From an optimization exercise on the open Yosys and OpenROAD flow, aimed at small area, a short achievable clock period and few clock cycles; shortcuts taken in it are not production practice. Only simulation tests tie the RTL to the original design; equivalence was not proved. Power figures rest on the tool's default switching activity, not on a simulated workload.

[design/flow/design.v]
module gc_anim (
    input  wire        clk,
    input  wire        rst,          
    input  wire        bus_req,
    input  wire        bus_we,
    input  wire [7:0]  bus_addr,
    input  wire [31:0] bus_wdata,
    output reg         bus_ack,
    output reg         bus_err,
    output reg  [31:0] bus_rdata,
    output reg         rnd_req,
    output reg  [7:0]  rnd_lo,
    output reg  [7:0]  rnd_hi,
    input  wire        rnd_ack,
    input  wire [7:0]  rnd_data,
    output reg         px_valid,
    output reg         px_latch,
    output reg  [23:0] px_color,
    input  wire        px_ready
);
    localparam P            = 16;
    localparam NB           = 3;
    localparam LAVA_ON_MAX  = 24;
    localparam LAVA_OFF_MAX = 12;
    localparam CYLON_EDGE_N = 32;
    localparam IW           = 5;     
    localparam PW           = 4;     
    localparam [PW-1:0] PMAX = 4'd15;    
    localparam [2:0] K_SOLID = 3'd0, K_PULSE = 3'd1, K_CYLON = 3'd2,
                     K_ALT   = 3'd3, K_FLICK = 3'd4, K_LAVA  = 3'd5;
    localparam [3:0] E_OK = 4'd0, E_UNSUP = 4'd1, E_ILLEGAL = 4'd2,
                     E_BADKIND = 4'd3, E_BADCOLOR = 4'd4;
    localparam [1:0] F_SOLID = 2'd0, F_CYLON = 2'd1, F_ALT = 2'd2, F_LAVA = 2'd3;
    function [6:0] mix_ch(input [6:0] x, input [6:0] y, input [6:0] n);
        reg [13:0] t;
        reg [13:0] q;
        begin
            t = {7'd0, x} * {7'd0, 7'd127 - n} + {7'd0, y} * {7'd0, n};
            q = t / 14'd127;
            mix_ch = q[6:0];
        end
    endfunction
    function [23:0] mix(input [23:0] a, input [23:0] b, input [6:0] n);
        mix = {1'b0, mix_ch(a[22:16], b[22:16], n),
               1'b0, mix_ch(a[14:8],  b[14:8],  n),
               1'b0, mix_ch(a[6:0],   b[6:0],   n)};
    endfunction
    function [6:0] morph_ch(input [6:0] x, input [6:0] y);
        morph_ch = (x < y) ? x + 7'd1 : (x > y) ? x - 7'd1 : x;
    endfunction
    function [23:0] morph(input [23:0] base, input [23:0] target);
        morph = {1'b0, morph_ch(base[22:16], target[22:16]),
                 1'b0, morph_ch(base[14:8],  target[14:8]),
                 1'b0, morph_ch(base[6:0],   target[6:0])};
    endfunction
    function valid_col(input [23:0] c);
        valid_col = (c[23] == 1'b0 && c[15] == 1'b0 && c[7] == 1'b0) ||
                    c == 24'h808080 || c == 24'h818181;
    endfunction
    reg [2:0]  cfg_kind;
    reg [23:0] cfg_a, cfg_b;
    reg [31:0] cfg_speed;
    reg [2:0]  act_kind;
    reg [23:0] act_a, act_b;
    reg [31:0] act_speed;
    reg [31:0] now_r, next_due, last_delay;
    reg [23:0] opa, opb, res;
    reg [3:0]  st_err;
    reg        st_ran, st_init;
    reg [23:0] col_l, col_r;         
    reg [6:0]  pc;                   
    reg        pup;                  
    reg        cdir;                 
    reg [PW-1:0] cpos;               
    reg        aphase;               
    reg [31:0] fw;                   
    reg        fst;                  
    reg [23:0] lbg;                  
    reg [23:0] buf_q [0:P-1];        
    reg        b_act [0:NB-1];
    reg [7:0]  b_cd  [0:NB-1];
    reg [PW-1:0] b_pos [0:NB-1];
    reg [PW-1:0] b_r   [0:NB-1];
    reg [23:0] b_col [0:NB-1];
    localparam [5:0]
        S_IDLE   = 6'd0,  S_EXP    = 6'd1,  S_EXPD   = 6'd2,  S_DRAW   = 6'd3,
        S_EMIT   = 6'd4,  S_FIN    = 6'd5,  S_EXPC   = 6'd6,  S_ADV    = 6'd7,
        S_SOL1   = 6'd8,
        S_PUL1   = 6'd9,  S_PUL2   = 6'd10, S_PUL3   = 6'd11, S_PUL4   = 6'd12,
        S_PUL5   = 6'd13, S_PUL6   = 6'd14,
        S_CYL1   = 6'd15, S_CYL2   = 6'd16, S_CYL3   = 6'd17, S_CYL4   = 6'd18,
        S_CYL5   = 6'd19, S_CYL6   = 6'd20,
        S_ALT1   = 6'd21, S_ALT2   = 6'd22, S_ALT3   = 6'd23,
        S_FLK1   = 6'd24, S_FLK2   = 6'd25, S_FLK3   = 6'd26, S_FLK4   = 6'd27,
        S_FLK5   = 6'd28, S_FLK6   = 6'd29, S_FLKD   = 6'd30,
        S_LAV1   = 6'd31, S_LAV2   = 6'd32, S_LAV3   = 6'd33, S_LAVB   = 6'd34,
        S_SP1    = 6'd35, S_SP2    = 6'd36, S_SP3    = 6'd37, S_SP4    = 6'd38,
        S_DS1    = 6'd39, S_LAVN   = 6'd40, S_LAVM   = 6'd41, S_LAVD   = 6'd42;
    reg [5:0]  state;
    reg [5:0]  exp_ret, drw_ret, emit_ret;
    reg [23:0] exp_src;
    reg [23:0] xc;                   
    reg        exp_prim;
    reg [1:0]  exp_cnt;
    reg [7:0]  drw_lo, drw_hi, drw_val;
    reg [1:0]  frm_mode;
    reg [23:0] frm_col;
    reg [IW-1:0] idx;
    reg        tick_init;
    reg [31:0] delay;
    reg [1:0]  bj;                   
    reg [PW-1:0] li;                 
    integer k, m;
    wire [23:0] cyl_edge = mix(24'h000000, col_l, CYLON_EDGE_N[6:0]);
    reg  [23:0] pix;
    always @(*) begin
        pix = frm_col;
        case (frm_mode)
            F_SOLID: pix = frm_col;
            F_CYLON: begin
                if (idx[PW-1:0] == cpos && idx < P)
                    pix = col_l;
                else if ((idx < P) && ({1'b0, idx[PW-1:0]} == {1'b0, cpos} + 1'b1 ||
                                       {1'b0, idx[PW-1:0]} + 1'b1 == {1'b0, cpos}))
                    pix = cyl_edge;
                else
                    pix = col_r;
            end
            F_ALT:   pix = ((idx[0] == 1'b0) != (aphase == 1'b1)) ? col_l : col_r;
            F_LAVA:  pix = buf_q[idx[PW-1:0]];
        endcase
    end
    always @(*) begin
        rnd_req  = (state == S_DRAW) || (state == S_EXPD);
        rnd_lo   = (state == S_DRAW) ? drw_lo : 8'd0;
        rnd_hi   = (state == S_DRAW) ? drw_hi : (exp_prim ? 8'd1 : 8'd127);
        px_valid = (state == S_EMIT);
        px_latch = (state == S_EMIT) && (idx == P);
        px_color = (state == S_EMIT && idx != P) ? pix : 24'h000000;
    end
    function covered(input [PW-1:0] i, input [PW-1:0] bp, input [PW-1:0] r);
        reg [PW:0] d;
        begin
            d = (i >= bp) ? ({1'b0, i} - {1'b0, bp}) : ({1'b0, i} + P - {1'b0, bp});
            covered = (d <= {1'b0, r}) || ((P - d) <= {1'b0, r});
        end
    endfunction
    reg [23:0] lava_px;
    always @(*) begin
        lava_px = morph(buf_q[li], lbg);
        for (k = 0; k < NB; k = k + 1)
            if (b_act[k] && covered(li, b_pos[k], b_r[k]))
                lava_px = morph(lava_px, b_col[k]);
    end
    wire [3:0]  cmd_op  = bus_wdata[3:0];
    wire [6:0]  cmd_n   = bus_wdata[10:4];
    wire        cmd_ill = cmd_op[3] || (bus_wdata[31:11] != 21'd0) ||
                          (cmd_n != 7'd0 && cmd_op != 4'h3 && cmd_op != 4'h4);
    wire        addr_bad = (bus_addr[1:0] != 2'b00) || (bus_addr > 8'h44);
    reg [31:0] rd_val;
    always @(*) begin
        case (bus_addr)
            8'h00: rd_val = 32'd0;
            8'h04: rd_val = {26'd0, st_init, st_ran, st_err};
            8'h08: rd_val = {29'd0, cfg_kind};
            8'h0C: rd_val = {8'd0, cfg_a};
            8'h10: rd_val = {8'd0, cfg_b};
            8'h14: rd_val = cfg_speed;
            8'h18: rd_val = {29'd0, act_kind};
            8'h1C: rd_val = {8'd0, act_a};
            8'h20: rd_val = {8'd0, act_b};
            8'h24: rd_val = act_speed;
            8'h28: rd_val = now_r;
            8'h2C: rd_val = next_due;
            8'h30: rd_val = last_delay;
            8'h34: rd_val = {8'd0, opa};
            8'h38: rd_val = {8'd0, opb};
            8'h3C: rd_val = {8'd0, res};
            8'h40: rd_val = P;
            8'h44: rd_val = NB;
            default: rd_val = 32'd0;
        endcase
    end
    wire        tk_init = (next_due == 32'd0);
    wire [31:0] tk_due  = tk_init ? now_r : next_due;
    wire [31:0] cyl_base = act_speed / (2 * P);
    wire        cyl_bounce = cdir ? (cpos == 0) : (cpos == PMAX);
    wire        fl_lo = (fw == 32'd0) && (drw_val == 8'd0);
    wire        fl_hi = !fl_lo && (fw == act_speed) && (drw_val == 8'd2);
    wire [31:0] fl_w  = (drw_val == 8'd0) ? fw - 1 : (drw_val == 8'd2) ? fw + 1 : fw;
    always @(posedge clk) begin
        if (rst) begin
            state      <= S_IDLE;
            bus_ack    <= 1'b0;
            bus_err    <= 1'b0;
            bus_rdata  <= 32'd0;
            cfg_kind   <= 3'd0;
            cfg_a      <= 24'd0;
            cfg_b      <= 24'd0;
            cfg_speed  <= 32'd0;
            act_kind   <= 3'd0;
            act_a      <= 24'd0;
            act_b      <= 24'd0;
            act_speed  <= 32'd0;
            now_r      <= 32'd0;
            next_due   <= 32'd0;
            last_delay <= 32'd0;
            opa        <= 24'd0;
            opb        <= 24'd0;
            res        <= 24'd0;
            st_err     <= 4'd0;
            st_ran     <= 1'b0;
            st_init    <= 1'b0;
            exp_prim   <= 1'b0;
        end else begin
            bus_ack <= 1'b0;
            case (state)
            S_IDLE: if (bus_req && !bus_ack) begin
                bus_rdata <= 32'd0;
                bus_err   <= 1'b0;
                if (addr_bad) begin
                    bus_err <= 1'b1;
                    bus_ack <= 1'b1;
                end else if (!bus_we) begin
                    bus_rdata <= rd_val;
                    bus_ack   <= 1'b1;
                end else begin
                    case (bus_addr)
                    8'h08: begin cfg_kind  <= bus_wdata[2:0];  bus_ack <= 1'b1; end
                    8'h0C: begin cfg_a     <= bus_wdata[23:0]; bus_ack <= 1'b1; end
                    8'h10: begin cfg_b     <= bus_wdata[23:0]; bus_ack <= 1'b1; end
                    8'h14: begin cfg_speed <= bus_wdata;       bus_ack <= 1'b1; end
                    8'h28: begin now_r     <= bus_wdata;       bus_ack <= 1'b1; end
                    8'h34: begin opa       <= bus_wdata[23:0]; bus_ack <= 1'b1; end
                    8'h38: begin opb       <= bus_wdata[23:0]; bus_ack <= 1'b1; end
                    8'h00: begin
                        if (cmd_ill) begin
                            st_err  <= E_ILLEGAL;
                            bus_ack <= 1'b1;
                        end else begin
                            case (cmd_op[2:0])
                            3'd0: begin st_err <= E_OK; bus_ack <= 1'b1; end
                            3'd1: begin
                                if (cfg_kind > K_LAVA)
                                    st_err <= E_BADKIND;
                                else if (!valid_col(cfg_a) || !valid_col(cfg_b))
                                    st_err <= E_BADCOLOR;
                                else begin
                                    st_err    <= E_OK;
                                    act_kind  <= cfg_kind;
                                    act_a     <= cfg_a;
                                    act_b     <= cfg_b;
                                    act_speed <= cfg_speed;
                                    next_due  <= 32'd0;
                                end
                                bus_ack <= 1'b1;
                            end
                            3'd2: begin
                                if (now_r < tk_due) begin
                                    st_err  <= E_OK;
                                    st_ran  <= 1'b0;
                                    st_init <= 1'b0;
                                    bus_ack <= 1'b1;
                                end else begin
                                    next_due  <= tk_due;
                                    tick_init <= tk_init;
                                    state     <= S_ADV;
                                end
                            end
                            3'd3: begin
                                res <= mix(opa, opb, cmd_n);
                                st_err <= E_OK; bus_ack <= 1'b1;
                            end
                            3'd4: begin
                                res <= mix(24'h000000, opa, cmd_n);
                                st_err <= E_OK; bus_ack <= 1'b1;
                            end
                            3'd5: begin
                                res <= morph(opa, opb);
                                st_err <= E_OK; bus_ack <= 1'b1;
                            end
                            3'd6: begin
                                exp_src <= opa;
                                exp_ret <= S_EXPC;
                                state   <= S_EXP;
                            end
                            3'd7: begin st_err <= E_UNSUP; bus_ack <= 1'b1; end
                            endcase
                        end
                    end
                    default: begin    
                        bus_err <= 1'b1;
                        bus_ack <= 1'b1;
                    end
                    endcase
                end
            end
            S_EXP: begin
                exp_cnt <= 2'd0;
                if (exp_src == 24'h808080) begin
                    exp_prim <= 1'b0;
                    state    <= S_EXPD;
                end else if (exp_src == 24'h818181) begin
                    exp_prim <= 1'b1;
                    state    <= S_EXPD;
                end else begin
                    xc    <= exp_src;
                    state <= exp_ret;
                end
            end
            S_EXPD: if (rnd_ack) begin
                xc      <= {xc[15:0], exp_prim ? (rnd_data[0] ? 8'h7F : 8'h00) : {1'b0, rnd_data[6:0]}};
                exp_cnt <= exp_cnt + 2'd1;
                if (exp_cnt == 2'd2)
                    state <= exp_ret;
            end
            S_DRAW: if (rnd_ack) begin
                drw_val <= rnd_data;
                state   <= drw_ret;
            end
            S_EMIT: if (px_ready) begin
                if (idx == P)
                    state <= emit_ret;
                else
                    idx <= idx + 1'b1;
            end
            S_EXPC: begin
                res     <= xc;
                st_err  <= E_OK;
                bus_ack <= 1'b1;
                state   <= S_IDLE;
            end
            S_FIN: begin
                next_due   <= next_due + delay;
                last_delay <= delay;
                st_ran     <= 1'b1;
                st_init    <= tick_init;
                st_err     <= E_OK;
                bus_ack    <= 1'b1;
                state      <= S_IDLE;
            end
            S_ADV: begin
                idx <= 0;
                case (act_kind)
                K_SOLID: begin
                    exp_src <= act_a; exp_ret <= S_SOL1; state <= S_EXP;
                end
                K_PULSE: begin
                    if (tick_init) begin
                        exp_src <= act_a; exp_ret <= S_PUL1; state <= S_EXP;
                    end else
                        state <= S_PUL3;
                end
                K_CYLON: begin
                    if (tick_init) begin
                        cdir <= 1'b0; cpos <= 0;
                        exp_src <= act_a; exp_ret <= S_CYL1; state <= S_EXP;
                    end else
                        state <= S_CYL3;
                end
                K_ALT: begin
                    if (tick_init) aphase <= 1'b0;
                    exp_src <= act_a; exp_ret <= S_ALT1; state <= S_EXP;
                end
                K_FLICK: begin
                    if (tick_init) begin
                        exp_src <= act_a; exp_ret <= S_FLK1; state <= S_EXP;
                    end else begin
                        drw_lo <= 8'd0; drw_hi <= 8'd2; drw_ret <= S_FLK3; state <= S_DRAW;
                    end
                end
                default: begin    
                    if (tick_init) begin
                        exp_src <= act_b; exp_ret <= S_LAV1; state <= S_EXP;
                    end else begin
                        bj <= 2'd0; state <= S_LAVB;
                    end
                end
                endcase
            end
            S_SOL1: begin
                frm_col <= xc; frm_mode <= F_SOLID; delay <= act_speed;
                emit_ret <= S_FIN; state <= S_EMIT;
            end
            S_PUL1: begin
                col_l <= xc; exp_src <= act_b; exp_ret <= S_PUL2; state <= S_EXP;
            end
            S_PUL2: begin
                col_r <= xc; pc <= 7'd0; pup <= 1'b1; state <= S_PUL3;
            end
            S_PUL3: begin
                frm_col <= mix(col_l, col_r, pc); frm_mode <= F_SOLID;
                emit_ret <= S_PUL4; state <= S_EMIT;
            end
            S_PUL4: begin
                delay <= act_speed / 127;
                if (pup) begin
                    pc <= pc + 7'd1;
                    if (pc == 7'd126) begin
                        pup <= 1'b0; exp_src <= act_a; exp_ret <= S_PUL5; state <= S_EXP;
                    end else
                        state <= S_FIN;
                end else begin
                    pc <= pc - 7'd1;
                    if (pc == 7'd1) begin
                        pup <= 1'b1; exp_src <= act_b; exp_ret <= S_PUL6; state <= S_EXP;
                    end else
                        state <= S_FIN;
                end
            end
            S_PUL5: begin col_l <= xc; state <= S_FIN; end
            S_PUL6: begin col_r <= xc; state <= S_FIN; end
            S_CYL1: begin
                col_l <= xc; exp_src <= act_b; exp_ret <= S_CYL2; state <= S_EXP;
            end
            S_CYL2: begin col_r <= xc; state <= S_CYL3; end
            S_CYL3: begin
                frm_mode <= F_CYLON; emit_ret <= S_CYL4; state <= S_EMIT;
            end
            S_CYL4: begin
                if (cyl_bounce) begin
                    cdir  <= !cdir;
                    delay <= cyl_base * 3;
                    if (cdir) begin
                        if (cpos != PMAX) cpos <= cpos + 1'b1;
                    end else begin
                        if (cpos != 0) cpos <= cpos - 1'b1;
                    end
                    exp_src <= act_a; exp_ret <= S_CYL5; state <= S_EXP;
                end else begin
                    delay <= cyl_base;
                    cpos  <= cdir ? cpos - 1'b1 : cpos + 1'b1;
                    state <= S_FIN;
                end
            end
            S_CYL5: begin
                col_l <= xc; exp_src <= act_b; exp_ret <= S_CYL6; state <= S_EXP;
            end
            S_CYL6: begin col_r <= xc; state <= S_FIN; end
            S_ALT1: begin
                col_l <= xc; exp_src <= act_b; exp_ret <= S_ALT2; state <= S_EXP;
            end
            S_ALT2: begin
                col_r <= xc; frm_mode <= F_ALT; emit_ret <= S_ALT3; state <= S_EMIT;
            end
            S_ALT3: begin
                aphase <= !aphase; delay <= act_speed; state <= S_FIN;
            end
            S_FLK1: begin
                col_l <= xc; exp_src <= act_b; exp_ret <= S_FLK2; state <= S_EXP;
            end
            S_FLK2: begin
                col_r <= xc; fw <= act_speed >> 1; fst <= 1'b0;
                frm_col <= xc; frm_mode <= F_SOLID; emit_ret <= S_FLKD; state <= S_EMIT;
            end
            S_FLK3: begin
                if (fl_lo) begin
                    fw <= 32'd0; exp_src <= act_a; exp_ret <= S_FLK4; state <= S_EXP;
                end else if (fl_hi) begin
                    fw <= act_speed; exp_src <= act_b; exp_ret <= S_FLK5; state <= S_EXP;
                end else begin
                    fw <= fl_w; state <= S_FLK6;
                end
            end
            S_FLK4: begin col_l <= xc; state <= S_FLK6; end
            S_FLK5: begin col_r <= xc; state <= S_FLK6; end
            S_FLK6: begin
                if ((fw > (act_speed >> 1)) != fst) begin
                    fst <= !fst;
                    frm_col <= fst ? col_r : col_l;
                    frm_mode <= F_SOLID; emit_ret <= S_FLKD; state <= S_EMIT;
                end else
                    state <= S_FLKD;
            end
            S_FLKD: begin delay <= 32'd10; state <= S_FIN; end
            S_LAV1: begin
                lbg <= xc;
                for (m = 0; m < P; m = m + 1) buf_q[m] <= 24'h000000;
                bj <= 2'd0; state <= S_LAV2;
            end
            S_LAV2: begin
                b_act[bj] <= 1'b0;
                drw_lo <= 8'd1; drw_hi <= LAVA_OFF_MAX; drw_ret <= S_LAV3; state <= S_DRAW;
            end
            S_LAV3: begin
                b_cd[bj] <= drw_val;
                if (bj == NB - 1) begin
                    bj <= 2'd0; state <= S_LAVB;
                end else begin
                    bj <= bj + 2'd1; state <= S_LAV2;
                end
            end
            S_LAVB: begin
                b_cd[bj] <= b_cd[bj] - 8'd1;
                if (b_cd[bj] == 8'd1) begin
                    if (!b_act[bj]) begin
                        drw_lo <= 8'd0; drw_hi <= P - 1; drw_ret <= S_SP1; state <= S_DRAW;
                    end else begin
                        b_act[bj] <= 1'b0;
                        drw_lo <= 8'd1; drw_hi <= LAVA_OFF_MAX; drw_ret <= S_DS1; state <= S_DRAW;
                    end
                end else
                    state <= S_LAVN;
            end
            S_SP1: begin
                b_pos[bj] <= drw_val[PW-1:0];
                drw_lo <= 8'd0; drw_hi <= P - 1; drw_ret <= S_SP2; state <= S_DRAW;
            end
            S_SP2: begin
                b_r[bj] <= drw_val[PW-1:0];
                drw_lo <= 8'd1; drw_hi <= LAVA_ON_MAX; drw_ret <= S_SP3; state <= S_DRAW;
            end
            S_SP3: begin
                b_cd[bj] <= drw_val;
                exp_src <= act_a; exp_ret <= S_SP4; state <= S_EXP;
            end
            S_SP4: begin
                b_col[bj] <= xc; b_act[bj] <= 1'b1; state <= S_LAVN;
            end
            S_DS1: begin
                b_cd[bj] <= drw_val; state <= S_LAVN;
            end
            S_LAVN: begin
                if (bj == NB - 1) begin
                    li <= 0; state <= S_LAVM;
                end else begin
                    bj <= bj + 2'd1; state <= S_LAVB;
                end
            end
            S_LAVM: begin
                buf_q[li] <= lava_px;
                li <= li + 1'b1;
                if (li == PMAX) begin
                    frm_mode <= F_LAVA; emit_ret <= S_LAVD; state <= S_EMIT;
                end
            end
            S_LAVD: begin delay <= 32'd10; state <= S_FIN; end
            default: state <= S_IDLE;
            endcase
        end
    end
endmodule
[design/flow/run.sh]
#!/bin/bash
# synth_recipe.tcl (not shown) runs the flow's synth.tcl, then flattens the netlist and writes it again
# the make line also repeats each setting of config.mk as NAME=value (left out here)
make -C /OpenROAD-flow-scripts/flow DESIGN_CONFIG=/design/flow/config.mk WORK_HOME=/design/flow/orfs CLKGATE_MAP_FILE= SYNTH_SCRIPT=/design/flow/synth_recipe.tcl finish
[design/flow/config.mk]
export PLATFORM = sky130hd
export DESIGN_NAME = gc_anim
export DESIGN_NICKNAME = gc_anim
export VERILOG_FILES = /design/flow/design.v
export SDC_FILE = /design/flow/constraint.sdc
export NUM_CORES = 4
export LEC_CHECK = 0
export CAP_MARGIN = 20
export CORE_MARGIN = 2
export CORE_UTILIZATION = 40
export PLACE_DENSITY = 0.6
export SLEW_MARGIN = 20
[design/flow/constraint.sdc]
create_clock -name core_clock -period 40.0 [get_ports {clk}]
set_input_delay 8.0000 -clock core_clock [delete_from_list [all_inputs] [get_ports {clk}]]
set_output_delay 8.0000 -clock core_clock [all_outputs]
set_load 0.01 [all_outputs]
==> run notes <==
- Status: finished clean
- Via count: 91,360
- Synthesized area per cell: 8.884 um^2
- Drt drc: 0
- Clk root buf: clkbuf_16
- # nets final: 13,100
- FF+latch count, synth: 1,107
- Dominant cells by area after synthesis: edfxtp_1, ha_1, fa_1
- Final setup fails: 0
- Layout cells sized above 1: 7.526%
- Initial DRC Count: 9,081
- Hold WC Path Type: reg2reg
- EDFF count, synth: 717
- Ys async rst share: 0%
- Worst-Skew Late Latency: 760 ps
- WL final: 357,300 um
- Overall Global Routing Usage: between 20% and 30%
- Placeable Area: 264,900 um^2
- DR WL met2: between 150,000 and 200,000 um
- Largest net degree at the start of global routing: 101
- Global-route wire length before repair: about 540,000 um
- Endpoint type of the worst setup path: register
- WP data required: 40,470 ps
- Gr ovfl total: 0
- RSZ-0062 raised after global routing: no
- Hold path cells: 2
- Setup CP Type: reg2reg
- CP max stage delay: roughly 960 ps
- Syn-to-layout area delta: 7.834%
- Min-delay src: last_delay[4]$_SDFFE_PP0P_
- Initial antenna violation count: 18
- Hold buffers post-CTS: 0
- FF-to-FF setup slack: 12,450 ps
- Final hold slack: 456.2 ps
- Post-route ant nets: 0
- Cell area after layout: 114,700 um^2
- Setup Buffers After CTS: 0
- Non-filler cells, final: about 15,000
- R2r endpoint: delay[0]$_DFFE_PP_
- Cell mode on critical path: nand3_1
- Post-synthesis sequential area ratio: 27.58%
- Layout Skew: 77.01 ps
- TNS Setup: 0 ps
- Pwr dens: 52.39 nW/um^2
- Cell Rows: 189
- Worst flop-to-flop path startpoint: act_speed[22]$_SDFFE_PP0P_
- Cells after DPL: 15,150
- Max Slew Vio Count: 0
- Final worst slack: 12,450 ps
- Cell variety after synth: around 150
- GPL Wtd Cong: 0.9412
- Maximum vdd drop: 0.2842 mV
- Clock Path Buffers: 3
- Initial core utilization: about 40%
- Leak: 46.13 nW
- Main flop type after synthesis: edfxtp_1
- Fin. Hold Viols: 0
- Power Total: 6.009 mW
- WL met3: 28,650 um
- Clk pin slew, worst setup/hold paths: 70 ps
- Pre-CTS WS: 12,970 ps
- Buffers added on ports: 122
- Routed len/inst: 23.28 um
- Period utilization: approximately 69%
- WHS Endpoint: last_delay[4]$_SDFFE_PP0P_
- CTS tree: yes
- Max Cap Viol: 0
- Startpoint types: register
- Top cell type's share of synthesized area: 20.24%
- Synth area leader: edfxtp_1
- Ys Warns: 1
- Area of the mapped netlist: 106,400 um^2
- Critical path's slowest cell: a2111oi_2
- Measured slew at the worst slew-check pin: 1192 ps
- Placed instance area: 111,000 um^2
- Vias in the first global route: approximately 90,000
- Fin crit period: 27,550 ps
- FF-to-FF path depth: 73
- Largest fanout on the critical path: 27
- Die area: about 270,000 um^2
- Relative slew slack: approximately a fifth
- Final core utilization: 43.30%
- WL met1: 142,900 um
- Post-DP HPWL: 259,000 um
- 1st-pass router iterations: 8
- Fmax: roughly 0.036 GHz
- Die X-Extent: 519.7 um
- Top sig layer: met5
- Crit path DAT: 28,020 ps
- H-tree Lvls: 3
- CTS Buf Count: 108
- Clock Sinks: 1,107
- Die Height: a little over 500 um
- Ports: 131
- Mapped Cells: approximately 12,000
- Via density: ~6.0
- Post-cts resize count: 0
## worst max-delay path: cells and delay by family (launching register included)
family | cells | cell delay [ps]
AOI/OAI and AO/OA | 40 | 15040
xor gates and xnor gates | 3 | 1460
adders and majority gates | 1 | 280
buffers and inverters | 1 | 270
DFF | 1 | 670
muxes | 2 | 1080
and+or+nand+nor | 26 | 8420
## power breakdown
part / switching (mW) / internal (mW) / total (mW)
sequential: 0.0717 / 1.31 / 1.39
combinational: 2.16 / 1.39 / 3.55
clock: 0.488 / 0.585 / 1.07
total: 2.72 / 3.29 / 6.01
## per-layer routing
layer | track usage, % | up-vias
met2 | 43.18 | 3873
met1 | 32.51 | 45050
met5 | 0 | -
li1 | - | 41610
met4 | 10.82 | 14
met3 | 4.419 | 816
## cell usage in the layout (no fill, tap or decap), types with 253 or more instances in the layout
cell type / Yosys / routed
edfxtp_1: 717 / 717
a21oi_1: 915 / 914
nor2_1: 1033 / 1017
nor2b_1: 254 / 253
inv_1: 1052 / 1052
dfxtp_1: 390 / 383
fa_1: 486 / 486
o21ai_0: 318 / 318
nand2_1: 1334 / 1316
and2_1: 312 / 311
ha_1: 835 / 835
xnor2_1: 476 / 474
## how the worst max path moves through the flow
stage | slack [ps] | end | from
floorplan | 17960 | res[8]$_SDFFE_PP0P_ | bus_wdata[8]
global placement | 13590 | delay[0]$_DFFE_PP_ | act_speed[5]$_SDFFE_PP0P_
detailed placement | 12970 | delay[0]$_DFFE_PP_ | act_speed[13]$_SDFFE_PP0P_
CTS | 12910 | delay[0]$_DFFE_PP_ | act_speed[22]$_SDFFE_PP0P_
global route | 10430 | delay[0]$_DFFE_PP_ | act_speed[22]$_SDFFE_PP0P_
finish | 12450 | delay[0]$_DFFE_PP_ | act_speed[22]$_SDFFE_PP0P_
## kinds of logic (layout without fill, tap and decap cells)
group                    after synthesis  count (layout)  synth area share [%]
AO/OA/AOI/OAI                       2468            2468                 15.40
multiplexers                         424             424                 6.541
other                                  1              15              0.003526
AND/OR/NAND/NOR                     4211            4211                 19.33
flip-flops                          1107            1107                 27.58
adder cells (fa/ha/maj)             1343            1343                 19.18
XOR/XNOR                             688             688                 5.722
buffers and inverters               1730            1557                 6.244
## synth_stat cells (312+ instances only)
master and number:
fa_1 486, nor2_1 1033, a21oi_1 915, ha_1 835, and2_1 312, dfxtp_1 390, o21ai_0 318, nand2_1 1334
inv_1 1052, xnor2_1 476, edfxtp_1 717, clkbuf_1 578
## registers in the layout, indices dropped and copies added (netlist names), 32 cells and up, named ones only
| signal | flops |
|---|---|
| act_speed | 32 |
| b_col | 63 |
| buf_q | 336 |
| bus_rdata | 32 |
| cfg_speed | 32 |
| delay | 32 |
| fw | 32 |
| last_delay | 32 |
| next_due | 32 |
| now_r | 32 |
## cell type report
cell class                      count  area [um^2]
Timing Repair Buffer              303         2567
Fill cell                       25760       150200
Tap cell                         3533         4420
Clock inverter                     59        648.1
Inverter                         1055         3960
Multi-Input combinational cell   9148        70740
Clock buffer                      140         2998
Sequential cell                  1107        29360
Antenna cell                        1        2.502
Testbench counts, summed over its fixed seeds: cycles 120,396.

## re-timing with driven ports
How much do the figures lean on ideal ports? The routed layout below was timed once more, with nothing changed but the port constraints.
Step 1 assumes that a clkbuf_16 drives the clock port and a buf_2 every other input.
Step 2 also shifts input and output timing later by t, the mid clock arrival at the registers, as if the neighbouring blocks saw the same clock.
a / b / c = ideal / step 1 / step 2; a / b = the first two.
t, ns: 0.819
setup slack, ns: 12.446 / 12.446 / 12.446
worst hold slack (ns): 0.456 / 0.456 / 0.456
slew at the worst register clock pin (ns): 0.08 / 0.08
worst data-port slew with drivers (ns): 0.21
After both steps setup and hold are still met in this run. For this run, drivers alone change the setup slack by 0.000 ns; drivers and shift together by 0.000 ns.
